Context: an optimization exercise on an open-source flow, tuned for small area, a short achievable clock period and few clock cycles per item. The choices shown serve that exercise and are no tape-out recipe. The RTL was checked by simulation tests, not by an equivalence proof against the original design. Power is estimated from default activity; no workload was simulated.

==> design/flow/design.v <==
module ghe_fadd (
    input  wire        sv,
    input  wire [52:0] mv,      
    input  wire [5:0]  n,       
    output wire [36:0] D,
    output wire        c17,     
    output wire        loz,     
    output wire        lo1,     
    output wire        lo1h     
);
    wire [55:0] mx = {mv, 3'b000};
    wire [55:0] x  = mx >> n;
    wire [55:0] lm = ~(56'hFFFFFFFFFFFFFF << n);      
    wire        st = |(mx & lm);
    wire [55:0] A  = {x[55:1], x[0] | st};
    wire [1:0] j = sv ? ((A[55:50] < 6'd13) ? 2'd1 : 2'd0)
                      : ((A[55:50] >= 6'd19) ? 2'd2 : 2'd1);
    wire        up0 = A[1] & (A[2] | A[0]);
    wire        up1 = A[2] & (A[3] | A[1] | A[0]);
    wire        up2 = A[3] & (A[4] | A[2] | A[1] | A[0]);
    wire [16:0] l   = A[18:2];
    wire        h2  = &l[16:2], h1 = h2 & l[1], h0 = h1 & l[0];
    wire        z2  = ~|l[16:2], z1 = z2 & ~l[1], z0 = z1 & ~l[0];
    wire c0 = up0 & h0, c1 = up1 & h1, c2 = up2 & h2;
    wire lz0 = up0 ? h0 : z0, lz1 = up1 ? h1 : z1, lz2 = up2 ? h2 : z2;
    wire l10 = up0 ? (h1 & ~l[0]) : h0;                  
    wire lh0 = up0 ? (h2 & (l[1] ^ l[0])) : h1;           
    wire lh1 = up1 ? (h2 & ~l[1]) : h1;                   
    assign c17  = (j == 2'd2) ? c2 : (j == 2'd1) ? c1 : c0;
    assign loz  = (j == 2'd2) ? lz2 : (j == 2'd1) ? lz1 : lz0;
    assign lo1  = (j == 2'd0) && l10;
    assign lo1h = (j == 2'd1) ? lh1 : (j == 2'd0) && lh0;
    assign D    = A[55:19];
endmodule
module ghe_mul91 (
    input  wire [36:0] D,
    input  wire        c17,
    output wire [43:0] Y
);
    wire [43:0] a0 = {D, 7'd0};
    wire [43:0] a1 = ~{2'd0, D, 5'd0};
    wire [43:0] a2 = ~{5'd0, D, 2'd0};
    wire [43:0] a3 = ~{7'd0, D};
    wire [43:0] a4 = c17 ? 44'd94 : 44'd3;
    wire [43:0] s1 = a0 ^ a1 ^ a2, c1 = {((a0 & a1) | (a0 & a2) | (a1 & a2)), 1'b0};
    wire [43:0] s2 = a3 ^ a4 ^ s1, c2 = {((a3 & a4) | (a3 & s1) | (a4 & s1)), 1'b0};
    wire [43:0] s3 = s2 ^ c1 ^ c2, c3 = {((s2 & c1) | (s2 & c2) | (c1 & c2)), 1'b0};
    assign Y = s3 + c3;
endmodule
module ghe_dsum (
    input  wire [43:0] Y,
    input  wire        sv,
    input  wire        loz,
    input  wire        lo1,
    input  wire        lo1h,
    input  wire        qhi,     
    output wire [20:0] H,
    output wire [15:0] Ls,
    output wire [1:0]  c,
    output wire        cin
);
    wire [11:0] y0 = Y[11:0], y1 = Y[23:12], y2 = Y[35:24];
    wire [7:0]  y3 = Y[43:36];
    wire [12:0] p1 = y2 + y3;
    wire [13:0] p0 = y1 + y2 + y3;
    wire [14:0] sg = y0 + y1 + y2 + y3;      
    assign      c  = (sg >= 15'd12285) ? 2'd3 : (sg >= 15'd8190) ? 2'd2 :
                     (sg >= 15'd4095) ? 2'd1 : 2'd0;
    wire r0  = (sg == 15'd0) || (sg == 15'd4095) || (sg == 15'd8190) ||
               (sg == 15'd12285);
    wire r44 = (sg == 15'd4004) || (sg == 15'd8099) || (sg == 15'd12194);
    wire        neg = sv && (y1 == 12'd0) && (y2 == 12'd0) && (y3 == 8'd0);
    assign H   = neg ? 21'h1FFFF0 : {y3, 12'd0} + {8'd0, p1};
    assign Ls  = {2'b00, p0} - {15'd0, sv};
    wire crs = r44 && (qhi ? lo1h : lo1);
    assign cin = sv ? !(r0 && loz) : crs;
endmodule
module ghe_fin (
    input  wire [20:0] H,
    input  wire [15:0] Ls,
    input  wire [1:0]  c,
    input  wire        cin,
    input  wire        sv,
    input  wire        zero,
    output wire [31:0] code
);
    wire [31:0] Qa = {H[19:0], 12'd0} + {16'd0, Ls} + {30'd0, c}
                   + {31'd0, cin};
    wire [31:0] sm = sv ? ~Qa : Qa;
    assign code = zero ? 32'd0 : {~sm[31], sm[30:0]};
endmodule
module ghe_slow (
    input  wire        clk,
    input  wire        rst,
    input  wire        start,
    input  wire        do_a,     
    input  wire        do_g,     
    input  wire        sa,       
    input  wire [51:0] fra,
    input  wire [5:0]  da,
    input  wire        sg,       
    input  wire [51:0] frg,
    input  wire [5:0]  dg,
    output wire        busy,
    output reg         fin,      
    output reg  [31:0] code_a,
    output wire [31:0] code_g    
);
    localparam [2:0] IDLE = 3'd0, ADD = 3'd1, PREP = 3'd2, RND = 3'd3,
                     DINIT = 3'd4, DIV = 3'd5, FIX = 3'd6, SHL = 3'd7;
    reg [2:0]  ph;
    reg [57:0] W;
    reg [1:0]  cy;
    reg [5:0]  rem;
    reg [6:0]  cnt;
    reg signed [7:0] u;
    reg [5:0]  d;
    reg [1:0]  j;
    reg        up, tz, ax, pend;
    assign busy   = (ph != IDLE);
    assign code_g = W[31:0];
    function in45;                  
        input signed [9:0] k;
        in45 = (k == 10'sd0) || (k == 10'sd2) || (k == 10'sd3) || (k == 10'sd5);
    endfunction
    wire        axn  = (ph == IDLE) ? !do_a : 1'b1;
    wire        vsn  = axn ? sg : sa;
    wire [51:0] vfr  = axn ? frg : fra;
    wire [5:0]  dn   = axn ? dg : da;
    wire signed [9:0] ka = $signed({3'd0, cnt}) + $signed({4'd0, d}) - 10'sd50;
    wire        kb  = (cnt == 7'd0) ? (d >= 6'd50) : in45(ka);
    wire [1:0]  sad = W[0] + kb + cy[0];
    wire        t54 = W[56] ^ W[57];
    wire        t53 = W[55] ^ W[57];
    wire [1:0]  jn  = t54 ? 2'd2 : t53 ? 2'd1 : 2'd0;
    wire        upn = t54 ? (W[3] & (W[4] | W[2] | W[1] | W[0])) :
                      t53 ? (W[2] & (W[3] | W[1] | W[0])) :
                            (W[1] & (W[2] | W[0]));
    wire [55:0] Pm  = W[57] ? ~W[57:2] : W[57:2];
    wire [1:0]  mc  = Pm[54] ? 2'd3 : Pm[53] ? 2'd2 : Pm[52] ? 2'd1 : 2'd0;
    wire [4:0]  fb  = Pm[54] ? Pm[53:49] : Pm[53] ? Pm[52:48] :
                      Pm[52] ? Pm[51:47] : Pm[50:46];
    wire signed [7:0] un = $signed({6'd0, mc}) + $signed({2'd0, d})
                         + $signed({7'd0, fb >= 5'd13}) - 8'sd24;
    wire [2:0]  jp2 = {1'b0, j} + 3'd2;
    wire        rb  = ({4'd0, cnt} < {5'd0, jp2}) ? 1'b0 : W[0];
    wire        k1  = ({4'd0, cnt} == {5'd0, jp2}) && up;
    wire signed [9:0] kr = $signed({3'd0, cnt}) + $signed({4'd0, d})
                         - 10'sd18 - $signed({{2{u[7]}}, u});
    wire [2:0]  sr  = rb + k1 + in45(kr) + cy;
    wire signed [9:0] kd = $signed({3'd0, cnt}) - 10'sd18 - $signed({{2{u[7]}}, u});
    wire        db  = (cnt >= {1'b0, d}) ? W[56] : in45(kd);
    wire [6:0]  tq  = {rem, db};
    wire        q   = (tq >= 7'd45);
    wire [6:0]  tr  = q ? tq - 7'd45 : tq;
    wire signed [9:0] f  = $signed({3'd0, cnt}) - 10'sd19;
    wire signed [7:0] cs = $signed({1'b0, cnt});
    always @(posedge clk) begin
        fin <= 1'b0;
        if (rst) begin
            ph <= IDLE;
        end else case (ph)
            IDLE: if (start) begin
                ax   <= axn;
                pend <= do_a && do_g;
                d    <= dn;
                W    <= {2'b00, 1'b1, vfr, 3'b000} ^ {58{vsn}};
                cy   <= {1'b0, vsn};
                cnt  <= 7'd0;
                ph   <= ADD;
            end
            ADD: begin
                W   <= {sad[0], W[57:1]};
                cy  <= {1'b0, sad[1]};
                cnt <= cnt + 7'd1;
                if (cnt == 7'd57) ph <= PREP;
            end
            PREP: begin
                j   <= jn;
                up  <= upn;
                u   <= un;
                cy  <= 2'd0;
                cnt <= 7'd0;
                ph  <= RND;
            end
            RND: begin
                W   <= {sr[0], W[57:1]};
                cy  <= sr[2:1];
                cnt <= cnt + 7'd1;
                if (cnt == 7'd57) ph <= DINIT;
            end
            DINIT: begin
                rem <= W[57] ? 6'd44 : 6'd0;
                cnt <= 7'd56 + {1'b0, d};
                tz  <= 1'b1;
                ph  <= DIV;
            end
            DIV: begin
                rem <= tr[5:0];
                if (u[7] || f >= $signed({{2{u[7]}}, u}))
                    W <= {W[56:0], q};
                else if (q)
                    tz <= 1'b0;
                if (cnt == 7'd0) ph <= FIX;
                else cnt <= cnt - 7'd1;
            end
            FIX: begin
                if (!u[7] && tz && rem == 6'd0) W[0] <= 1'b0;
                cnt <= 7'd0;
                ph  <= SHL;
            end
            SHL: begin
                if (u[7] ? (cnt < 7'd19) : (cs < u)) begin
                    W   <= u[7] ? {W[0], W[57:1]} : {W[56:0], 1'b0};
                    cnt <= cnt + 7'd1;
                end else begin
                    if (!ax) code_a <= W[31:0];
                    if (pend) begin
                        pend <= 1'b0;
                        ax   <= 1'b1;
                        d    <= dn;
                        W    <= {2'b00, 1'b1, vfr, 3'b000} ^ {58{vsn}};
                        cy   <= {1'b0, vsn};
                        cnt  <= 7'd0;
                        ph   <= ADD;
                    end else begin
                        fin <= 1'b1;
                        ph  <= IDLE;
                    end
                end
            end
            default: ph <= IDLE;
        endcase
    end
endmodule
module geohash_enc (
    input  wire        clk,
    input  wire        rst,
    input  wire        in_valid,
    output wire        in_ready,
    input  wire [63:0] in_lat,
    input  wire [63:0] in_lng,
    input  wire [6:0]  in_bits,
    output wire        out_valid,
    input  wire        out_ready,
    output wire [63:0] out_hash
);
    reg         en;                         
    reg  [52:0] ma0, mg0;                   
    reg  [5:0]  na0, ng0;                   
    reg         sa0, sg0, sla0, slg0, za0, zg0;
    reg  [6:0]  bits0;
    reg         v0, sdone, ir;
    reg  [36:0] DaA, DgA;
    reg  [5:0]  fa_A, fg_A;                 
    reg         c17a, c17g;
    reg  [6:0]  bitsA;
    reg         vA;
    reg  [43:0] YaB, YgB;
    reg  [6:0]  fa_B, fg_B;                 
    reg  [6:0]  bitsB;
    reg         vB;
    reg  [20:0] Ha, Hg;
    reg  [15:0] Lsa, Lsg;
    reg  [1:0]  cca, ccg;
    reg         cina, cing;
    reg  [2:0]  fa_C, fg_C;                 
    reg  [6:0]  bitsC;
    reg         vC;
    reg  [63:0] oq, kq;
    reg         ov, kv;
    function [2:0] cls;             
        input [10:0] ev;
        input [10:0] er;
        begin
            cls = {(ev > er) && (ev <= er + 11'd63),
                   (ev > er + 11'd63),
                   (ev < er - 11'd63)};
        end
    endfunction
    wire [2:0] ka = cls(in_lat[62:52], 11'h405);
    wire [2:0] kg = cls(in_lng[62:52], 11'h406);
    wire [5:0] sha = na0;
    wire [5:0] shg = ng0;
    wire [5:0] dsa = 6'd0 - na0;
    wire [5:0] dsg = 6'd0 - ng0;
    wire sla = sla0, slg = slg0;
    wire [36:0] Da, Dg;
    wire        c17a_n, c17g_n, loza, lozg, lo1a, lo1g, lo1ha, lo1hg;
    ghe_fadd u_aa (.sv(sa0), .mv(ma0), .n(sha), .D(Da), .c17(c17a_n),
        .loz(loza), .lo1(lo1a), .lo1h(lo1ha));
    ghe_fadd u_ag (.sv(sg0), .mv(mg0), .n(shg), .D(Dg), .c17(c17g_n),
        .loz(lozg), .lo1(lo1g), .lo1h(lo1hg));
    wire [43:0] Ya, Yg;
    ghe_mul91 u_ba (.D(DaA), .c17(c17a), .Y(Ya));
    ghe_mul91 u_bg (.D(DgA), .c17(c17g), .Y(Yg));
    wire [20:0] Ha_n, Hg_n;
    wire [15:0] Lsa_n, Lsg_n;
    wire [1:0]  cca_n, ccg_n;
    wire        cina_n, cing_n;
    ghe_dsum u_ca (.Y(YaB), .sv(fa_B[3]), .loz(fa_B[0]), .lo1(fa_B[1]),
        .lo1h(fa_B[2]), .qhi(fa_B[6]), .H(Ha_n), .Ls(Lsa_n), .c(cca_n), .cin(cina_n));
    ghe_dsum u_cg (.Y(YgB), .sv(fg_B[3]), .loz(fg_B[0]), .lo1(fg_B[1]),
        .lo1h(fg_B[2]), .qhi(fg_B[6]), .H(Hg_n), .Ls(Lsg_n), .c(ccg_n), .cin(cing_n));
    wire [31:0] fca, fcg;
    ghe_fin u_da (.H(Ha), .Ls(Lsa), .c(cca), .cin(cina), .sv(fa_C[0]), .zero(fa_C[1]),
        .code(fca));
    ghe_fin u_dg (.H(Hg), .Ls(Lsg), .c(ccg), .cin(cing), .sv(fg_C[0]), .zero(fg_C[1]),
        .code(fcg));
    localparam [36:0] K31 = 37'd45 << 31;
    wire qhia = (DaA >= K31) || (c17a && DaA == K31 - 37'd1);
    wire qhig = (DgA >= K31) || (c17g && DgA == K31 - 37'd1);
    wire        sbusy, sfin;
    wire [31:0] sca, scg;
    wire        hold0 = v0 && (sla || slg) && !sdone;
    wire        inflight = (vA && (fa_A[5] || fg_A[5])) ||
                           (vB && (fa_B[5] || fg_B[5])) ||
                           (vC && (fa_C[2] || fg_C[2]));
    wire        sstart = hold0 && !sbusy && !sfin && !inflight;
    ghe_slow u_slow (.clk(clk), .rst(rst), .start(sstart), .do_a(sla),
        .do_g(slg), .sa(sa0), .fra(ma0[51:0]), .da(dsa),
        .sg(sg0), .frg(mg0[51:0]), .dg(dsg), .busy(sbusy), .fin(sfin),
        .code_a(sca), .code_g(scg));
    wire [31:0] ca2 = fa_C[2] ? sca : fca;
    wire [31:0] cg2 = fg_C[2] ? scg : fcg;
    wire [6:0]  bits2 = bitsC;
    reg [63:0] full;
    integer    i;
    always @* begin
        for (i = 0; i < 32; i = i + 1) begin
            full[2*i]     = ca2[i];
            full[2*i + 1] = cg2[i];
        end
    end
    wire [5:0]  rsh  = 6'd0 - bits2[5:0];
    wire [63:0] hash = (bits2 == 7'd0) ? 64'd0 : (full >> rsh);
    wire en0  = en && !hold0;
    wire push = en && vC;
    wire pop  = ov && out_ready;
    reg  kv_n;
    always @* begin
        if (pop)       kv_n = 1'b0;             
        else if (push) kv_n = kv | ov;
        else           kv_n = kv;
    end
    assign in_ready  = ir;                  
    assign out_valid = ov;
    assign out_hash  = oq;
    always @(posedge clk) begin
        if (rst) begin
            en    <= 1'b1;
            ir    <= 1'b1;
            v0    <= 1'b0;
            vA    <= 1'b0;
            vB    <= 1'b0;
            vC    <= 1'b0;
            ov    <= 1'b0;
            kv    <= 1'b0;
            sdone <= 1'b0;
        end else begin
            en <= !kv_n;
            ir <= !kv_n && !(en0 ? (in_valid && (ka[2] || kg[2]))
                                 : (hold0 && !sfin));
            if (en0) begin
                v0    <= in_valid;
                sdone <= 1'b0;
            end else if (sfin)
                sdone <= 1'b1;
            if (en) begin
                vA <= v0 && !hold0;
                vB <= vA;
                vC <= vB;
            end
            if (!ov || pop) begin
                ov <= kv || push;
                kv <= 1'b0;
            end else if (push)
                kv <= 1'b1;
        end
    end
    always @(posedge clk) begin
        if (en0) begin
            ma0   <= {in_lat[62:52] != 11'd0, in_lat[51:0]};
            mg0   <= {in_lng[62:52] != 11'd0, in_lng[51:0]};
            sa0   <= in_lat[63];
            sg0   <= in_lng[63];
            na0   <= ka[0] ? 6'd63 : 6'd5 - in_lat[57:52];
            ng0   <= kg[0] ? 6'd63 : 6'd6 - in_lng[57:52];
            sla0  <= ka[2];
            slg0  <= kg[2];
            za0   <= ka[1];
            zg0   <= kg[1];
            bits0 <= in_bits;
        end
        if (en) begin
            DaA <= Da;  DgA <= Dg;
            c17a <= c17a_n; c17g <= c17g_n;
            fa_A <= {sla0, za0, sa0, lo1ha, lo1a, loza};
            fg_A <= {slg0, zg0, sg0, lo1hg, lo1g, lozg};
            bitsA <= bits0;
            YaB <= Ya;  YgB <= Yg;
            fa_B <= {qhia, fa_A}; fg_B <= {qhig, fg_A};
            bitsB <= bitsA;
            Ha <= Ha_n;  Hg <= Hg_n;
            Lsa <= Lsa_n; Lsg <= Lsg_n;
            cina <= cina_n; cing <= cing_n;
            cca <= cca_n; ccg <= ccg_n;
            fa_C <= {fa_B[5:4], fa_B[3]}; fg_C <= {fg_B[5:4], fg_B[3]};
            bitsC <= bitsB;
        end
        if (!ov || pop) begin
            if (kv) oq <= kq;
            else if (push) oq <= hash;
        end else if (push)
            kq <= hash;
    end
endmodule
==> design/flow/run.sh <==
#!/bin/bash
# synth_recipe.tcl (not shown) runs the flow's synth.tcl, then flattens the netlist and writes it again
# the make line also repeats each setting of config.mk as NAME=value (left out here)
make -C /OpenROAD-flow-scripts/flow DESIGN_CONFIG=/design/flow/config.mk WORK_HOME=/design/flow/orfs CLKGATE_MAP_FILE= SYNTH_SCRIPT=/design/flow/synth_recipe.tcl finish
==> design/flow/config.mk <==
export PLATFORM = sky130hd
export DESIGN_NAME = geohash_enc
export DESIGN_NICKNAME = geohash_enc
export VERILOG_FILES = /design/flow/design.v
export SDC_FILE = /design/flow/constraint.sdc
export NUM_CORES = 4
export LEC_CHECK = 0
export CAP_MARGIN = 20
export CORE_MARGIN = 2
export CORE_UTILIZATION = 30
export SETUP_SLACK_MARGIN = 1.0
export SLEW_MARGIN = 20
==> design/flow/constraint.sdc <==
create_clock -name core_clock -period 17.0 [get_ports {clk}]
set_input_delay 3.4000 -clock core_clock [delete_from_list [all_inputs] [get_ports {clk}]]
set_output_delay 3.4000 -clock core_clock [all_outputs]
set_load 0.01 [all_outputs]
==> results by group, run 1 <==
Layout
  • Final Cell Area: 69300 µm²
  • Share of cells above drive strength 1: 7.85%
  • Antenna fix cells: 0
  • Final core utilization: 33.9%
  • P&R area growth vs syn: 12.1%
  • Final Net Count: 7253

Global route
  • Grt ovf: 0
  • Tot GR Track Use: 19.1%
  • Vias in the first global route: 49780
  • Initial antenna violation count: 5
  • First-pass GRT wire length: 312 mm
  • Pin count of the biggest net entering global routing: 166

Power
  • Leakage: 27.1 nW
  • Worst ir drop on vdd: 0.228 mV
  • Internal Pwr Total: 0.00694 W
  • Gate power share: 65.1%
  • Sw Ratio: 47.6%
  • Design Power: 0.0132 W
  • Register share of total power: 21.9%
  • P per Cell Area: 191 nW/µm²
  • Clock power share: 13.0%
  • Switch Pwr: 0.00629 W

Worst setup path
  • CP max FO: 5
  • Most frequent CP cell: inv_1
  • Slowest stage delay, CP: 530 ps
  • CP Launch Type: flop
  • Internal reg-to-reg setup slack: 11420 ps
  • Endpoint class of the critical path: flop
  • Critical path arrival: 6050 ps
  • Top delay family on crit path: compound AO/OA/AOI/OAI gates
  • CP max stage cell: fa_1
  • Critical path cell sequence: inv_1 > fa_1 > ha_1 > inv_1 > fa_1 > inv_1 > ha_1 > a211oi_1 > o221ai_1 > a221oi_1 > o311ai_0 > a31o_2 > o21ai_0 > o311ai_0 > a41oi_1 > o31ai_1 > xor2_1
  • CP required: 17470 ps
  • CP Launch Point: DgA[7]$_SDFFCE_PP0P_
  • FF-to-FF Start: DgA[7]$_SDFFCE_PP0P_
  • CP Class: flop to flop
  • Worst Path Buf+Inv: 3

Timing
  • Slew margin rel.: 23.0%
  • Final Cycle Share: 32.8%
  • Setup Viol. Count Final: 0
  • Final-report max-slew violation count: 0
  • Worst Hold Margin: 410 ps
  • RSZ-0062 raised after global routing: no
  • Final Critical Period: 5580 ps
  • Least-Margin Pin Slew: 1150 ps
  • Fmax: 0.179 GHz
  • Total Neg Setup Slack: 0 ps
  • Final hold violation count: 0
  • Max Clock Skew: 48.7 ps

Drt
  • Vias per cell: 5.58
  • Routed Antenna Nets: 0
  • Drt initial violations: 5761
  • Routed WL: 207 mm
  • Vias: 51896
  • DRC violations left: 0
  • Wire length per cell: 22.3 µm
  • Drt pass-1 iters: 9

Clock network
  • Resized cells post-CTS: 0
  • Clock tree buffer depth: 3
  • Clock Sink Count: 690
  • H-Tree Depth: 3
  • Inserted Clock Buffers: 82
  • Hold buffers post-CTS: 0
  • Setup bufs post-CTS: 0
  • TritonCTS clock tree: done
  • Worst skew pair latency: 720 ps
  • Clk Tree Root Cell: clkbuf_16
  • Clock transition at path regs: 70 ps

Yosys
  • Cell area after synthesis: 61800 µm²
  • Yosys warning total: 2
  • Cell count after synthesis: 6496
  • Yosys reg bits: 690
  • Synth top area share: 32.9%
  • Most used DFF post-synth: edfxtp_1
  • Unique masters post-synth: 107
  • Seq/Total Area, Yosys: 33.3%
  • Leading area contributor after synthesis: edfxtp_1
  • Syn nets: 7204
  • FFs w/ async S/R, synth: 0%
  • Top post-synthesis cells by area: edfxtp_1 33%, ha_1 7.7%, fa_1 6.1%
  • Post-synth EDFFs: 677
  • Syn avg cell area: 9.52 µm²

Die
  • IO Count: 205
  • # rows: 166
  • Initial Util: 30.2%
  • Die X-Extent: 458 µm
  • Die Span Y: 458 µm
  • Die Area: 210000 µm²
  • Core region area: 205000 µm²

Hold path
  • Hold_sp: bits0[3]$_DFFE_PP_
  • Hold WC Path Type: flop to flop

Placement
  • Hpwl dp: 160 mm
  • DP Area: 66700 µm²
  • Gpl congestion: 0.984
  • Port bufs: 204

Run status
  • Outcome: no timing/DRC/antenna violations

Run
  • # Max-Cap Violations: 0
-- worst register-to-register path, stage by stage, from the launching register on --
cell	delay, ps
edfxtp_1	470
inv_1	190
fa_1	440
ha_1	280
inv_1	50
fa_1	530
inv_1	40
ha_1	340
a211oi_1	340
o221ai_1	180
a221oi_1	320
o311ai_0	270
a31o_2	300
o21ai_0	490
o311ai_0	320
a41oi_1	480
o31ai_1	130
xor2_1	150
-- flip-flops by register name, summed over array words and instances, names as in the netlist, 7 cells and up --
register / count
DaA: 37
DgA: 37
Ha: 20
Hg: 20
Lsa: 15
Lsg: 15
YaB: 44
YgB: 44
bits0: 7
bitsA: 7
bitsB: 7
bitsC: 7
fa_B: 7
fg_B: 7
kq: 64
ma0: 53
mg0: 53
oq: 64
u_slow.W: 58
u_slow.cnt: 7
u_slow.code_a: 32
u_slow.u: 8
-- placed cells by master (no fill, tap or decap), drive strengths merged, types with 22 or more instances in the layout --
master           n
xor2           114
buf             74
a211o           22
o31ai           55
o21ai          352
nor3           136
fa             187
o21bai          31
a221oi          25
o22ai           79
o21a            47
clkinv          32
a211oi          73
inv            680
or2             30
and3            54
nor2           481
mux2            86
and4            24
or3             36
mux2i          188
clkbuf         100
mux4           133
a21o            73
xnor2          269
a22oi           87
nand2b          55
ha             382
nor2b           48
nand3          160
a21oi          315
nor4            82
clkdlybuf4s50  204
a31oi           54
edfxtp         677
o211ai          66
nand2          551
and2            54
o221ai          28
nand4           96
-- cell usage after synthesis, drive strengths merged (136+ instances only) --
library cell  count
edfxtp          677
clkbuf          216
nor2            481
nand3           160
xnor2           269
a21oi           315
o21ai           352
fa              187
nor3            136
inv             668
mux2i           188
nand2           551
ha              382
-- final cells by class --
class	count	area [µm²]
tap	2688	3360
sequential	690	20600
multi-input combinational	4819	37600
clock inverter	49	442
fill	20768	135000
inverter	674	2530
clock buffer	100	2140
timing repair buffer	278	2620
-- kinds of logic after synthesis --
kind of cell    Yosys count  synth area share, %
compound gates         1582                 17.2
xor+xnor                383                 5.42
fa+ha+maj               573                 13.8
mux                     407                 9.45
buf+inv                 987                 6.16
simple gates           1874                 14.6
flops                   690                 33.3
-- final timing paths --
kind	to	cells after the start
max reg2reg	YgB[39]$_DFFE_PP_	17
max	YgB[39]$_DFFE_PP_	17
min	bitsA[3]$_DFFE_PP_	0
min reg2reg	bitsA[3]$_DFFE_PP_	0
-- per-layer routing --
layer / up-vias / share of wire (%) / track usage, %
met5: - / 0 / 0
met4: 0 / 4.6 / 8.01
met3: 434 / 6.9 / 2.65
met2: 2239 / 45 / 29.9
met1: 25168 / 44 / 26.4
li1: 24055 / - / -
-- power by group through the flow --
stage                     Combinational [W]  Sequential [W]  Clock (W)
after floorplan                     0.00663         0.00267          0
after global placement              0.00831         0.00292          0
after detailed placement            0.00848         0.00293          0
after CTS                           0.00853         0.00290    0.00176
after global routing                0.00959         0.00293    0.00182
final                               0.00861         0.00290    0.00172
-- through the flow --
step	std cells	worst slack (ps)
after global routing	9298	11040
final	9298	11420
after global placement	9148	11200
after floorplan	6496	4480
after CTS	9297	11390
after detailed placement	9148	11180
Testbench counts, summed over its fixed seeds: cycles 3,030, items 3,000.
==> run 2, diff against run 1 <==
--- a/design/flow/design.v
+++ b/design/flow/design.v
@@ -61,9 +61,10 @@
 );
     wire [11:0] y0 = Y[11:0], y1 = Y[23:12], y2 = Y[35:24];
     wire [7:0]  y3 = Y[43:36];
-    wire [12:0] p1 = y2 + y3;
-    wire [13:0] p0 = y1 + y2 + y3;
-    wire [14:0] sg = y0 + y1 + y2 + y3;      
+    wire [12:0] p1  = y2 + y3;
+    wire [13:0] p0  = y1 + p1;
+    wire [12:0] s01 = y0 + y1;
+    wire [14:0] sg  = s01 + p1;              
     assign      c  = (sg >= 15'd12285) ? 2'd3 : (sg >= 15'd8190) ? 2'd2 :
                      (sg >= 15'd4095) ? 2'd1 : 2'd0;
     wire r0  = (sg == 15'd0) || (sg == 15'd4095) || (sg == 15'd8190) ||
==> results by group, run 2 <==
Timing
  • Total Neg Setup Slack: 0 ps
  • Final Critical Period: 5730 ps
  • Fmax: 0.175 GHz
  • Max Clock Skew: 49.3 ps
  • Final Cycle Share: 33.7%
  • Slew margin rel.: 24.9%
  • Final-report max-slew violation count: 0
  • Final hold violation count: 0
  • Setup Viol. Count Final: 0
  • Least-Margin Pin Slew: 1120 ps
  • RSZ-0062 raised after global routing: no

Yosys
  • Synth top area share: 32.9%
  • Unique masters post-synth: 112
  • Yosys reg bits: 690
  • Leading area contributor after synthesis: edfxtp_1
  • Syn nets: 7097
  • Top cells by count, synth: 721 x inv_1, 677 x edfxtp_1, 481 x nand2_1, 469 x nor2_1, 364 x ha_1
  • Cell area after synthesis: 61800 µm²
  • Cell count after synthesis: 6403
  • Syn avg cell area: 9.64 µm²
  • Most frequent cell after synthesis: inv_1
  • Seq/Total Area, Yosys: 33.3%
  • FFs w/ async S/R, synth: 0%
  • Most used DFF post-synth: edfxtp_1
  • Post-synth EDFFs: 677
  • Yosys warning total: 2
  • Top post-synthesis cells by area: edfxtp_1 33%, ha_1 7.4%, mux4_2 6.3%

Worst setup path
  • Endpoint class of the critical path: flop
  • CP required: 17550 ps
  • CP Class: flop to flop
  • CP Launch Type: flop
  • CP max FO: 7
  • Critical path cell sequence: ha_1 > a21o_1 > a21oi_1 > o21ai_0 > a21oi_1 > o21ai_0 > a21oi_1 > nor2b_1 > o21ai_0 > xor2_1 > inv_1 > fa_1 > ha_1 > and2_1 > a311oi_1 > a211oi_1 > xor2_1 > nor3b_1 > o21ai_0 > a2111o_1 > mux2i_1
  • Critical path arrival: 6280 ps
  • CP max stage cell: a211oi_1
  • Most frequent CP cell: o21ai_0
  • Slowest stage delay, CP: 540 ps

Drt
  • Routed WL: 214 mm
  • Routed Antenna Nets: 0
  • Vias per cell: 5.63
  • DRC violations left: 0
  • Vias: 51650
  • Wire length per cell: 23.3 µm
  • Drt pass-1 iters: 6
  • Drt initial violations: 5880

Clock network
  • Clock Sink Count: 690
  • Hold buffers post-CTS: 0
  • Inserted Clock Buffers: 80
  • TritonCTS clock tree: done
  • Worst skew pair latency: 740 ps
  • Clk Tree Root Cell: clkbuf_16
  • Clock tree buffer depth: 3
  • Clock transition at path regs: 60 ps
  • Setup bufs post-CTS: 0
  • H-Tree Depth: 3
  • Resized cells post-CTS: 0

Die
  • Die Area: 209000 µm²
  • IO Count: 205
  • Initial Util: 30.2%
  • Core region area: 205000 µm²
  • Die Span Y: 458 µm
  • # rows: 166
  • Die X-Extent: 458 µm

Global route
  • Grt ovf: 0
  • Pin count of the biggest net entering global routing: 90
  • Vias in the first global route: 49879
  • Initial antenna violation count: 9
  • First-pass GRT wire length: 320 mm
  • Tot GR Track Use: 19.8%

Layout
  • Commonest non-fill, non-tap cell in the layout: inv_1
  • Share of cells above drive strength 1: 8.54%
  • Final Cell Area: 69400 µm²
  • Final Net Count: 7114
  • Most frequent cells in the layout: 718 x inv_1, 677 x edfxtp_1, 481 x nand2_1, 466 x nor2_1, 364 x ha_1
  • P&R area growth vs syn: 12.4%
  • Biggest regs: kq x64, oq x64, u_slow.W x58

Power
  • Worst ir drop on vdd: 0.219 mV
  • Leakage: 27.3 nW
  • P per Cell Area: 187 nW/µm²

Placement
  • Hpwl dp: 165 mm
  • Gpl congestion: 0.975
  • Port bufs: 204
  • DP Area: 66500 µm²

Run
  • # Max-Cap Violations: 0

Hold path
  • Hold WC Path Type: flop to flop

Run status
  • Outcome: no timing/DRC/antenna violations
-- run 2: cell types whose count changed after synthesis, moves of 20 or more --
| cell | before | now |
|---|---|---|
| nand3_1 | 159 | 115 |
| inv_1 | 666 | 721 |
| o22ai_1 | 79 | 59 |
| xnor2_1 | 269 | 232 |
| mux4_2 | 133 | 173 |
| nand2_1 | 551 | 481 |
| a21oi_1 | 314 | 342 |
| o211ai_1 | 65 | 39 |
-- run 2: layout make-up --
type	count	area (µm²)
multi-input combinational	4633	37200
sequential	690	20600
timing repair buffer	288	2700
antenna	1	2.50
tap	2688	3360
inverter	727	2730
fill	20716	135000
clock inverter	55	768
clock buffer	91	2070
-- run 2: worst paths after layout --
path	from	end	slack, ps	depth (start not counted)
min	bitsB[2]$_DFFE_PP_	bitsC[2]$_DFFE_PP_	410	0
min reg2reg	bitsB[2]$_DFFE_PP_	bitsC[2]$_DFFE_PP_	410	0
max	YgB[37]$_DFFE_PP_	cing$_DFFE_PP_	11270	21
max reg2reg	YgB[37]$_DFFE_PP_	cing$_DFFE_PP_	11270	21
-- run 2: cell families after synthesis --
logic type,synth area share [%]
AO/OA/AOI/OAI,17.3
multiplexers,10.6
AND/OR/NAND/NOR,13.6
XOR/XNOR,4.78
flip-flops,33.3
buffers and inverters,6.72
adder cells (fa/ha/maj),13.6
-- run 2: per-layer routing --
| layer | up-vias | track usage, % | wire, µm |
|---|---|---|---|
| li1 | 23596 | - | - |
| met1 | 25040 | 26.6 | 90000 |
| met2 | 2494 | 31.8 | 97500 |
| met3 | 518 | 3.14 | 16700 |
| met4 | 2 | 8.26 | 9940 |
| met5 | - | 0 | 14 |
-- run 2: worst max-delay path, delay by kind of cell (launching register included) --
kind                     cells  cell delay (ps)
AO/OA/AOI/OAI               11             2620
adder cells (fa/ha/maj)      3             1080
XOR/XNOR                     2              580
flip-flops                   1              490
AND/OR/NAND/NOR              3              440
multiplexers                 1              230
buffers and inverters        1              100
-- run 2: where the power goes --
part | switching [W] | internal [W]
Combinational | 0.00494 | 0.00334
Clock | 0.000772 | 0.00109
Sequential | 0.000375 | 0.00248
-- run 2: per-stage QoR --
stage / utilization (%) / setup slack, ps / power (W) / std cells / hold slack (ps)
finish: 33.9 / 11270 / 0.0130 / 9173 / 413
detailed placement: 32.5 / 10810 / 0.0111 / 9024 / 405
global placement: 32.5 / 10820 / 0.0109 / 9024 / 401
CTS: 33.9 / 11280 / 0.0130 / 9170 / 414
global route: 33.9 / 10930 / 0.0141 / 9172 / 422
floorplan: - / 4480 / 0.00887 / 6403 / 400
Testbench counts of run 2, summed over its fixed seeds: cycles 3,030, items 3,000.
==> run 3, diff against run 2 <==
--- a/design/flow/design.v
+++ b/design/flow/design.v
@@ -61,17 +61,15 @@
 );
     wire [11:0] y0 = Y[11:0], y1 = Y[23:12], y2 = Y[35:24];
     wire [7:0]  y3 = Y[43:36];
-    wire [12:0] p1  = y2 + y3;
-    wire [13:0] p0  = y1 + p1;
-    wire [12:0] s01 = y0 + y1;
-    wire [14:0] sg  = s01 + p1;              
+    wire [12:0] p1 = y2 + y3;
+    wire [13:0] p0 = y1 + y2 + y3;
+    wire [14:0] sg = y0 + y1 + y2 + y3;      
     assign      c  = (sg >= 15'd12285) ? 2'd3 : (sg >= 15'd8190) ? 2'd2 :
                      (sg >= 15'd4095) ? 2'd1 : 2'd0;
     wire r0  = (sg == 15'd0) || (sg == 15'd4095) || (sg == 15'd8190) ||
                (sg == 15'd12285);
     wire r44 = (sg == 15'd4004) || (sg == 15'd8099) || (sg == 15'd12194);
-    wire        neg = sv && (y1 == 12'd0) && (y2 == 12'd0) && (y3 == 8'd0);
-    assign H   = neg ? 21'h1FFFF0 : {y3, 12'd0} + {8'd0, p1};
+    assign H   = {y3, 12'd0} + {8'd0, p1};
     assign Ls  = {2'b00, p0} - {15'd0, sv};
     wire crs = r44 && (qhi ? lo1h : lo1);
     assign cin = sv ? !(r0 && loz) : crs;
@@ -85,7 +83,7 @@
     input  wire        zero,
     output wire [31:0] code
 );
-    wire [31:0] Qa = {H[19:0], 12'd0} + {16'd0, Ls} + {30'd0, c}
+    wire [31:0] Qa = {H[19:0], 12'd0} + {{16{Ls[15]}}, Ls} + {30'd0, c}
                    + {31'd0, cin};
     wire [31:0] sm = sv ? ~Qa : Qa;
     assign code = zero ? 32'd0 : {~sm[31], sm[30:0]};
@@ -249,6 +247,7 @@
     reg         en;                         
     reg  [52:0] ma0, mg0;                   
     reg  [5:0]  na0, ng0;                   
+    reg         ta0, tg0;                   
     reg         sa0, sg0, sla0, slg0, za0, zg0;
     reg  [6:0]  bits0;
     reg         v0, sdone, ir;
@@ -281,10 +280,10 @@
     endfunction
     wire [2:0] ka = cls(in_lat[62:52], 11'h405);
     wire [2:0] kg = cls(in_lng[62:52], 11'h406);
-    wire [5:0] sha = na0;
-    wire [5:0] shg = ng0;
-    wire [5:0] dsa = 6'd0 - na0;
-    wire [5:0] dsg = 6'd0 - ng0;
+    wire [5:0] sha = ta0 ? 6'd63 : 6'd5 - na0;
+    wire [5:0] shg = tg0 ? 6'd63 : 6'd6 - ng0;
+    wire [5:0] dsa = na0 - 6'd5;
+    wire [5:0] dsg = ng0 - 6'd6;
     wire sla = sla0, slg = slg0;
     wire [36:0] Da, Dg;
     wire        c17a_n, c17g_n, loza, lozg, lo1a, lo1g, lo1ha, lo1hg;
@@ -385,8 +384,10 @@
             mg0   <= {in_lng[62:52] != 11'd0, in_lng[51:0]};
             sa0   <= in_lat[63];
             sg0   <= in_lng[63];
-            na0   <= ka[0] ? 6'd63 : 6'd5 - in_lat[57:52];
-            ng0   <= kg[0] ? 6'd63 : 6'd6 - in_lng[57:52];
+            na0   <= in_lat[57:52];
+            ng0   <= in_lng[57:52];
+            ta0   <= ka[0];
+            tg0   <= kg[0];
             sla0  <= ka[2];
             slg0  <= kg[2];
             za0   <= ka[1];
--- a/design/flow/config.mk
+++ b/design/flow/config.mk
@@ -7,6 +7,6 @@
 export LEC_CHECK = 0
 export CAP_MARGIN = 20
 export CORE_MARGIN = 2
-export CORE_UTILIZATION = 30
+export CORE_UTILIZATION = 55
 export SETUP_SLACK_MARGIN = 1.0
 export SLEW_MARGIN = 20
==> results by group, run 3 <==
Run status
  • Outcome: no timing/DRC/antenna violations

Yosys
  • Cell count after synthesis: 6963
  • Yosys reg bits: 692
  • Post-synth EDFFs: 679
  • Leading area contributor after synthesis: edfxtp_1
  • Synth top area share: 31.8%
  • Unique masters post-synth: 104
  • Top post-synthesis cells by area: edfxtp_1 32%, ha_1 8.1%, fa_1 5.8%
  • Yosys warning total: 2
  • FFs w/ async S/R, synth: 0%
  • Top cells by count, synth: 679 x edfxtp_1, 679 x inv_1, 537 x nand2_1, 510 x nor2_1, 412 x ha_1
  • Syn avg cell area: 9.20 µm²
  • Seq/Total Area, Yosys: 32.2%
  • Most used DFF post-synth: edfxtp_1
  • Syn nets: 7701
  • Cell area after synthesis: 64000 µm²

Clock network
  • H-Tree Depth: 3
  • Clock Sink Count: 692
  • Resized cells post-CTS: 0
  • Hold buffers post-CTS: 0
  • Worst skew pair latency: 690 ps
  • Clock transition at path regs: 60 ps
  • Clk Tree Root Cell: clkbuf_16
  • Inserted Clock Buffers: 78
  • Clock tree buffer depth: 3
  • TritonCTS clock tree: done
  • Setup bufs post-CTS: 0

Die
  • IO Count: 205
  • # rows: 125
  • Die Span Y: 345 µm
  • Die X-Extent: 345 µm
  • Core region area: 116000 µm²
  • Die Area: 119000 µm²
  • Initial Util: 55.3%

Power
  • Register share of total power: 21.0%
  • Clock power share: 12.4%
  • Leakage: 28.6 nW
  • Internal Pwr Total: 0.00742 W
  • Sw Ratio: 47.9%
  • Gate power share: 66.6%
  • P per Cell Area: 203 nW/µm²
  • Worst ir drop on vdd: 0.289 mV
  • Switch Pwr: 0.00682 W

Timing
  • Final-report max-slew violation count: 0
  • Final hold violation count: 0
  • Final Critical Period: 5920 ps
  • Least-Margin Pin Slew: 1140 ps
  • Worst Hold Margin: 411 ps
  • Total Neg Setup Slack: 0 ps
  • Final Cycle Share: 34.8%
  • Slew margin rel.: 21.8%
  • RSZ-0062 raised after global routing: no
  • Fmax: 0.169 GHz
  • Setup Viol. Count Final: 0
  • Max Clock Skew: 46.1 ps

Layout
  • Final Net Count: 7684
  • Commonest non-fill, non-tap cell in the layout: edfxtp_1
  • Share of cells above drive strength 1: 6.92%
  • Most frequent cells in the layout: 679 x edfxtp_1, 678 x inv_1, 536 x nand2_1, 504 x nor2_1, 410 x ha_1
  • Biggest regs: kq x64, oq x64, u_slow.W x58
  • P&R area growth vs syn: 9.42%
  • Fill count: 9941

Placement
  • Hpwl dp: 163 mm
  • Gpl congestion: 1.01
  • Port bufs: 204

Drt
  • Vias per cell: 6.55
  • Drt pass-1 iters: 6
  • Vias: 55910
  • Routed Antenna Nets: 0
  • Drt initial violations: 7136
  • Routed WL: 215 mm
  • DRC violations left: 0
  • Wire length per cell: 25.2 µm

Global route
  • Pin count of the biggest net entering global routing: 159
  • Vias in the first global route: 53000
  • Grt ovf: 0
  • Tot GR Track Use: 35.2%
  • First-pass GRT wire length: 326 mm
  • Initial antenna violation count: 1

Hold path
  • Hold depth: 0
  • Hold WC Path Type: flop to flop

Worst setup path
  • R2R depth: 14
  • Critical path arrival: 6390 ps
  • CP max FO: 44
  • CP required: 17470 ps
  • CP Launch Type: flop
  • Endpoint class of the critical path: flop
  • CP Class: flop to flop

Run
  • # Max-Cap Violations: 0
run 3: changes by cell type in the layout (fill, tap and decap cells not counted), moves of 40 or more:
cell / change
a21o_1: +41
a21oi_1: +62
ha_1: +46
inv_1: -40
mux2i_1: +93
mux4_2: -119
nand2_1: +55
o21ai_0: +65
xnor2_1: +41
run 3: area by class of cell:
| type | instances | area [µm²] | area share [%] |
|---|---|---|---|
| clock inverters | 58 | 698 | 0.996 |
| clock buffers | 87 | 2000 | 2.85 |
| repair buffers | 288 | 2710 | 3.86 |
| well taps | 1524 | 1910 | 2.72 |
| multi-input cells | 5203 | 39500 | 56.4 |
| flip-flops and latches | 692 | 20700 | 29.5 |
| diodes | 2 | 5.00 | 0.00714 |
| inverters | 683 | 2560 | 3.66 |
run 3: path summary, 6_finish.rpt:
path	start	to	slack, ps
min	bits0[1]$_DFFE_PP_	bitsA[1]$_DFFE_PP_	410
max	na0[1]$_DFFE_PP_	fa_A[0]$_DFFE_PP_	11080
max reg2reg	na0[1]$_DFFE_PP_	fa_A[0]$_DFFE_PP_	11080
min reg2reg	bits0[1]$_DFFE_PP_	bitsA[1]$_DFFE_PP_	410
run 3: per-layer routing:
| metal | global-route usage, % | routed length [µm] |
|---|---|---|
| met1 | 48.5 | 90500 |
| met3 | 7.39 | 20600 |
| met2 | 54.1 | 94600 |
| met5 | 0 | 0 |
| met4 | 14.2 | 9190 |
run 3: logic make-up after synthesis:
logic type	count (synthesis)	share of synthesized area (%)
mux	425	7.89
buf+inv	1068	6.39
xor+xnor	410	5.61
flops	692	32.2
simple gates	1900	14.4
compound gates	1867	19.6
fa+ha+maj	601	13.9
run 3: critical path, stage by stage (launching register included):
cell,delay [ps]
edfxtp_1,320
buf_4,410
inv_1,230
ha_2,730
buf_4,590
nand2_1,540
o211ai_1,660
mux2i_1,160
o2bb2ai_1,150
or4_1,410
or3_1,450
or4_1,430
a32oi_1,200
a21oi_1,80
a311oi_1,270
run 3: power by group through the flow:
| stage | Combinational [W] | Clock (W) | Sequential [W] |
|---|---|---|---|
| after detailed placement | 0.00928 | 0 | 0.00301 |
| after global routing | 0.0105 | 0.00187 | 0.00302 |
| after global placement | 0.00908 | 0 | 0.00301 |
| after floorplan | 0.00714 | 0 | 0.00277 |
| final | 0.00949 | 0.00177 | 0.00299 |
| after CTS | 0.00935 | 0.00180 | 0.00298 |
run 3: metrics by stage:
step	std cells	total power, W	util (%)	setup slack, ps	area [µm²]
2_1_floorplan	6963	0.00991	-	4480	64000
3_3_place_gp	8388	0.0121	58.1	11060	67300
3_5_place_dp	8388	0.0123	58.1	10980	67300
4_1_cts	8533	0.0141	60.4	11360	70000
5_1_grt	8535	0.0154	60.5	10940	70100
6_report	8537	0.0142	60.5	11080	70100
Testbench counts of run 3, summed over its fixed seeds: cycles 3,030, items 3,000.
==> run 4, diff against run 3 <==
--- a/design/flow/design.v
+++ b/design/flow/design.v
@@ -61,15 +61,17 @@
 );
     wire [11:0] y0 = Y[11:0], y1 = Y[23:12], y2 = Y[35:24];
     wire [7:0]  y3 = Y[43:36];
-    wire [12:0] p1 = y2 + y3;
-    wire [13:0] p0 = y1 + y2 + y3;
-    wire [14:0] sg = y0 + y1 + y2 + y3;      
+    wire [12:0] p1  = y2 + y3;
+    wire [13:0] p0  = y1 + p1;
+    wire [12:0] s01 = y0 + y1;
+    wire [14:0] sg  = s01 + p1;              
     assign      c  = (sg >= 15'd12285) ? 2'd3 : (sg >= 15'd8190) ? 2'd2 :
                      (sg >= 15'd4095) ? 2'd1 : 2'd0;
     wire r0  = (sg == 15'd0) || (sg == 15'd4095) || (sg == 15'd8190) ||
                (sg == 15'd12285);
     wire r44 = (sg == 15'd4004) || (sg == 15'd8099) || (sg == 15'd12194);
-    assign H   = {y3, 12'd0} + {8'd0, p1};
+    wire        neg = sv && (y1 == 12'd0) && (y2 == 12'd0) && (y3 == 8'd0);
+    assign H   = neg ? 21'h1FFFF0 : {y3, 12'd0} + {8'd0, p1};
     assign Ls  = {2'b00, p0} - {15'd0, sv};
     wire crs = r44 && (qhi ? lo1h : lo1);
     assign cin = sv ? !(r0 && loz) : crs;
@@ -83,7 +85,7 @@
     input  wire        zero,
     output wire [31:0] code
 );
-    wire [31:0] Qa = {H[19:0], 12'd0} + {{16{Ls[15]}}, Ls} + {30'd0, c}
+    wire [31:0] Qa = {H[19:0], 12'd0} + {16'd0, Ls} + {30'd0, c}
                    + {31'd0, cin};
     wire [31:0] sm = sv ? ~Qa : Qa;
     assign code = zero ? 32'd0 : {~sm[31], sm[30:0]};
@@ -247,7 +249,6 @@
     reg         en;                         
     reg  [52:0] ma0, mg0;                   
     reg  [5:0]  na0, ng0;                   
-    reg         ta0, tg0;                   
     reg         sa0, sg0, sla0, slg0, za0, zg0;
     reg  [6:0]  bits0;
     reg         v0, sdone, ir;
@@ -264,7 +265,7 @@
     reg  [15:0] Lsa, Lsg;
     reg  [1:0]  cca, ccg;
     reg         cina, cing;
-    reg  [2:0]  fa_C, fg_C;                 
+    reg  [1:0]  fa_C, fg_C;                 
     reg  [6:0]  bitsC;
     reg         vC;
     reg  [63:0] oq, kq;
@@ -280,10 +281,10 @@
     endfunction
     wire [2:0] ka = cls(in_lat[62:52], 11'h405);
     wire [2:0] kg = cls(in_lng[62:52], 11'h406);
-    wire [5:0] sha = ta0 ? 6'd63 : 6'd5 - na0;
-    wire [5:0] shg = tg0 ? 6'd63 : 6'd6 - ng0;
-    wire [5:0] dsa = na0 - 6'd5;
-    wire [5:0] dsg = ng0 - 6'd6;
+    wire [5:0] sha = na0;
+    wire [5:0] shg = ng0;
+    wire [5:0] dsa = 6'd0 - na0;
+    wire [5:0] dsg = 6'd0 - ng0;
     wire sla = sla0, slg = slg0;
     wire [36:0] Da, Dg;
     wire        c17a_n, c17g_n, loza, lozg, lo1a, lo1g, lo1ha, lo1hg;
@@ -314,15 +315,14 @@
     wire [31:0] sca, scg;
     wire        hold0 = v0 && (sla || slg) && !sdone;
     wire        inflight = (vA && (fa_A[5] || fg_A[5])) ||
-                           (vB && (fa_B[5] || fg_B[5])) ||
-                           (vC && (fa_C[2] || fg_C[2]));
+                           (vB && (fa_B[5] || fg_B[5]));
     wire        sstart = hold0 && !sbusy && !sfin && !inflight;
     ghe_slow u_slow (.clk(clk), .rst(rst), .start(sstart), .do_a(sla),
         .do_g(slg), .sa(sa0), .fra(ma0[51:0]), .da(dsa),
         .sg(sg0), .frg(mg0[51:0]), .dg(dsg), .busy(sbusy), .fin(sfin),
         .code_a(sca), .code_g(scg));
-    wire [31:0] ca2 = fa_C[2] ? sca : fca;
-    wire [31:0] cg2 = fg_C[2] ? scg : fcg;
+    wire [31:0] ca2 = fca;
+    wire [31:0] cg2 = fcg;
     wire [6:0]  bits2 = bitsC;
     reg [63:0] full;
     integer    i;
@@ -384,10 +384,8 @@
             mg0   <= {in_lng[62:52] != 11'd0, in_lng[51:0]};
             sa0   <= in_lat[63];
             sg0   <= in_lng[63];
-            na0   <= in_lat[57:52];
-            ng0   <= in_lng[57:52];
-            ta0   <= ka[0];
-            tg0   <= kg[0];
+            na0   <= ka[0] ? 6'd63 : 6'd5 - in_lat[57:52];
+            ng0   <= kg[0] ? 6'd63 : 6'd6 - in_lng[57:52];
             sla0  <= ka[2];
             slg0  <= kg[2];
             za0   <= ka[1];
@@ -403,11 +401,20 @@
             YaB <= Ya;  YgB <= Yg;
             fa_B <= {qhia, fa_A}; fg_B <= {qhig, fg_A};
             bitsB <= bitsA;
-            Ha <= Ha_n;  Hg <= Hg_n;
-            Lsa <= Lsa_n; Lsg <= Lsg_n;
-            cina <= cina_n; cing <= cing_n;
-            cca <= cca_n; ccg <= ccg_n;
-            fa_C <= {fa_B[5:4], fa_B[3]}; fg_C <= {fg_B[5:4], fg_B[3]};
+            if (fa_B[5]) begin
+                Ha <= {1'b0, ~sca[31], sca[30:12]}; Lsa <= {4'd0, sca[11:0]};
+                cina <= 1'b0; cca <= 2'd0; fa_C <= 2'b00;
+            end else begin
+                Ha <= Ha_n; Lsa <= Lsa_n;
+                cina <= cina_n; cca <= cca_n; fa_C <= {fa_B[4], fa_B[3]};
+            end
+            if (fg_B[5]) begin
+                Hg <= {1'b0, ~scg[31], scg[30:12]}; Lsg <= {4'd0, scg[11:0]};
+                cing <= 1'b0; ccg <= 2'd0; fg_C <= 2'b00;
+            end else begin
+                Hg <= Hg_n; Lsg <= Lsg_n;
+                cing <= cing_n; ccg <= ccg_n; fg_C <= {fg_B[4], fg_B[3]};
+            end
             bitsC <= bitsB;
         end
         if (!ov || pop) begin
--- a/design/flow/config.mk
+++ b/design/flow/config.mk
@@ -7,6 +7,6 @@
 export LEC_CHECK = 0
 export CAP_MARGIN = 20
 export CORE_MARGIN = 2
-export CORE_UTILIZATION = 55
+export CORE_UTILIZATION = 30
 export SETUP_SLACK_MARGIN = 1.0
 export SLEW_MARGIN = 20
==> results by group, run 4 <==
Clock network
  • Setup bufs post-CTS: 0
  • Inserted Clock Buffers: 78
  • Clk Tree Root Cell: clkbuf_16
  • Clock transition at path regs: 60 ps
  • H-Tree Depth: 3
  • TritonCTS clock tree: done
  • Worst skew pair latency: 700 ps
  • Resized cells post-CTS: 0
  • Hold buffers post-CTS: 0
  • Clock tree buffer depth: 3
  • Clock Sink Count: 688

Worst setup path
  • CP Launch Type: flop
  • CP required: 17430 ps
  • Slowest stage delay, CP: 470 ps
  • CP max stage cell: fa_1
  • Internal reg-to-reg setup slack: 11370 ps
  • R2R depth: 21
  • CP Launch Point: YgB[24]$_DFFE_PP_
  • Worst Setup EP: cing$_SDFFCE_PP0P_
  • FF-to-FF Start: YgB[24]$_DFFE_PP_
  • CP Class: flop to flop
  • Endpoint class of the critical path: flop
  • Critical path arrival: 6060 ps
  • CP max FO: 9
  • Worst r2r dst: cing$_SDFFCE_PP0P_
  • Most frequent CP cell: a21oi_1
  • Critical path cell sequence: ha_1 > fa_1 > a21o_1 > a21oi_1 > o21bai_1 > a21oi_1 > o21bai_1 > a21oi_1 > xor2_1 > fa_1 > inv_1 > ha_1 > a21oi_1 > nor2_1 > a311o_1 > o31ai_1 > xnor2_1 > mux2i_1 > o211a_1 > nor2_1 > a211oi_1

Hold path
  • Hold WC Path Type: flop to flop

Layout
  • Final Net Count: 7042
  • Share of cells above drive strength 1: 6.99%
  • Biggest regs: kq x64, oq x64, u_slow.W x58
  • Non-filler cells, final: 9049
  • Fill count: 19987
  • Antenna fix cells: 0
  • Commonest non-fill, non-tap cell in the layout: inv_1
  • P&R area growth vs syn: 12.4%
  • Final Cell Area: 67200 µm²
  • Final core utilization: 34.0%
  • Most frequent cells in the layout: 715 x inv_1, 675 x edfxtp_1, 561 x nand2_1, 528 x nor2_1, 366 x ha_1

Drt
  • Vias: 49426
  • Routed Antenna Nets: 0
  • Drt initial violations: 5493
  • Wire length per cell: 21.1 µm
  • Drt pass-1 iters: 6
  • Vias per cell: 5.46
  • Routed WL: 191 mm
  • DRC violations left: 0

Global route
  • First-pass GRT wire length: 290 mm
  • Grt ovf: 0
  • Tot GR Track Use: 18.2%
  • Vias in the first global route: 47394
  • Pin count of the biggest net entering global routing: 91
  • Initial antenna violation count: 3

Timing
  • Slew margin rel.: 24.2%
  • Fmax: 0.178 GHz
  • RSZ-0062 raised after global routing: no
  • Total Neg Setup Slack: 0 ps
  • Max Clock Skew: 57.9 ps
  • Final Critical Period: 5630 ps
  • Final hold violation count: 0
  • Least-Margin Pin Slew: 1130 ps
  • Final-report max-slew violation count: 0
  • Final Cycle Share: 33.1%
  • Setup Viol. Count Final: 0

Die
  • Die Area: 203000 µm²
  • Die Span Y: 450 µm
  • # rows: 163
  • IO Count: 205
  • Die X-Extent: 450 µm
  • Initial Util: 30.3%
  • Core region area: 198000 µm²

Yosys
  • Seq/Total Area, Yosys: 34.3%
  • Unique masters post-synth: 100
  • Cell area after synthesis: 59800 µm²
  • Most used DFF post-synth: edfxtp_1
  • Syn nets: 6995
  • Post-synth EDFFs: 675
  • Synth Area in XOR/XNOR: 5.39%
  • Most frequent cell after synthesis: inv_1
  • Yosys reg bits: 688
  • Leading area contributor after synthesis: edfxtp_1
  • Multiplexer share of the synthesized area: 8.45%
  • Top cells by count, synth: 717 x inv_1, 675 x edfxtp_1, 561 x nand2_1, 531 x nor2_1, 366 x ha_1
  • Main combinational cell family by area after synthesis: compound AO/OA/AOI/OAI gates
  • Top post-synthesis cells by area: edfxtp_1 34%, ha_1 7.7%, fa_1 6.4%
  • Simple-Gate Fraction of Synth Area: 14.6%
  • Syn avg cell area: 9.49 µm²
  • Yosys warning total: 2
  • Synth top area share: 33.9%
  • Synthesized-area fraction occupied by adder cells: 14.1%
  • FFs w/ async S/R, synth: 0%
  • Cell count after synthesis: 6299
  • Synth Area in Compound Gates: 16.6%

Power
  • Leakage: 26.8 nW
  • Worst ir drop on vdd: 0.191 mV
  • Design Power: 0.0129 W
  • P per Cell Area: 192 nW/µm²

Placement
  • Dpl cells: 8905
  • Gpl congestion: 0.962
  • Port bufs: 204
  • Hpwl dp: 147 mm
  • DP Area: 64700 µm²

Run
  • # Max-Cap Violations: 0

Run status
  • Outcome: no timing/DRC/antenna violations
run 4: cell count changes after synthesis, sizes merged, moves of 41 or more:
cell,delta
nor4,+42
o21ai,-142
mux2i,-87
mux4,+57
a221o,+58
a21o,-41
ha,-46
a21oi,-44
nand3,-41
clkbuf,-45
run 4: where the power goes:
part / switching [W] / internal, W
logic: 0.00499 / 0.00344
clock network: 0.000729 / 0.000950
registers: 0.000352 / 0.00247
total: 0.00607 / 0.00686
run 4: cell type report:
class | instances | area [µm²] | share of cell area [%]
clock buffers | 97 | 2020 | 3.01
clock inverters | 46 | 487 | 0.724
inverters | 723 | 2710 | 4.04
multi-input cells | 4577 | 35500 | 52.9
flip-flops and latches | 688 | 20500 | 30.5
well taps | 2640 | 3300 | 4.91
repair buffers | 278 | 2610 | 3.89
run 4: stage by stage:
step / setup slack [ps] / hold slack (ps)
floorplan: 4520 / 400
global placement: 10930 / 402
detailed placement: 10960 / 405
CTS: 11370 / 413
global route: 10990 / 418
finish: 11370 / 411
run 4: how the worst min path moves through the flow:
stage,cells after the start,start,to,slack (ps)
6_report,0,bitsB[3]$_DFFE_PP_,bitsC[3]$_DFFE_PP_,410
3_3_place_gp,0,fa_A[3]$_DFFE_PP_,fa_B[3]$_DFFE_PP_,400
5_1_grt,0,fa_A[2]$_DFFE_PP_,fa_B[2]$_DFFE_PP_,420
2_1_floorplan,0,bits0[0]$_DFFE_PP_,bitsA[0]$_DFFE_PP_,400
4_1_cts,0,bitsB[3]$_DFFE_PP_,bitsC[3]$_DFFE_PP_,410
3_5_place_dp,0,bits0[2]$_DFFE_PP_,bitsA[2]$_DFFE_PP_,400
run 4: kinds of logic (layout without fill, tap and decap cells):
family | after synthesis | in the layout
AOI/OAI and AO/OA | 1449 | 1449
xor gates and xnor gates | 368 | 368
adders and majority gates | 560 | 560
buffers and inverters | 1034 | 1144
DFF | 688 | 688
muxes | 358 | 358
and+or+nand+nor | 1842 | 1842
run 4: worst max-delay path: cells and delay by family (launching register included):
kind                       cells  cell delay, ps
xor gates and xnor gates       2             740
adders and majority gates      4            1390
and+or+nand+nor                2              90
DFF                            1             410
muxes                          1             290
AOI/OAI and AO/OA             11            2380
buffers and inverters          1              60
run 4: routing by layer:
metal  vias up  track usage, %  share of wire [%]  routed length (µm)
li1      22983               -                  -                   -
met1     23824            24.9                 44               83100
met2      2189            28.3                 44               84400
met3       430            3.07                7.5               14300
met4         0            7.66                4.6                8800
met5         -               0                  0                   0
Testbench counts of run 4, summed over its fixed seeds: cycles 3,030, items 3,000.

## separate check: timing with driven ports
Ports are ideal in the flow. The routed layouts listed here were re-timed in OpenROAD.
Step 1, drivers: a clkbuf_16 drives clk and a buf_2 each remaining input, both assumed.
Step 2 moves the port delays by t, midway between the first and last clock arrival at a register: inputs arrive t later, outputs are due t later. That takes back most of the time a late clock gives input paths.
a / b / c = ideal / step 1 / step 2; a / b = the first two.
| run | t (ns) | setup WS [ns] | worst slew at a driven data input, ns | pins driven straight from the clock port |
|---|---|---|---|---|
| run 1 | 0.780 | 11.417 / 11.417 / 11.167 | 0.09 | 1 |
| run 2 | 0.798 | 11.272 / 11.272 / 10.811 | 0.14 | 1 |
| run 3 | 0.744 | 11.081 / 11.081 / 10.968 | 0.06 | 1 |
| run 4 | 0.756 | 11.370 / 11.370 / 10.918 | 0.06 | 1 |
After both steps setup and hold are still met in every run listed. The setup slack of run 2, which loses most, moves by 0.000 ns with the drivers and by -0.461 ns with both steps.
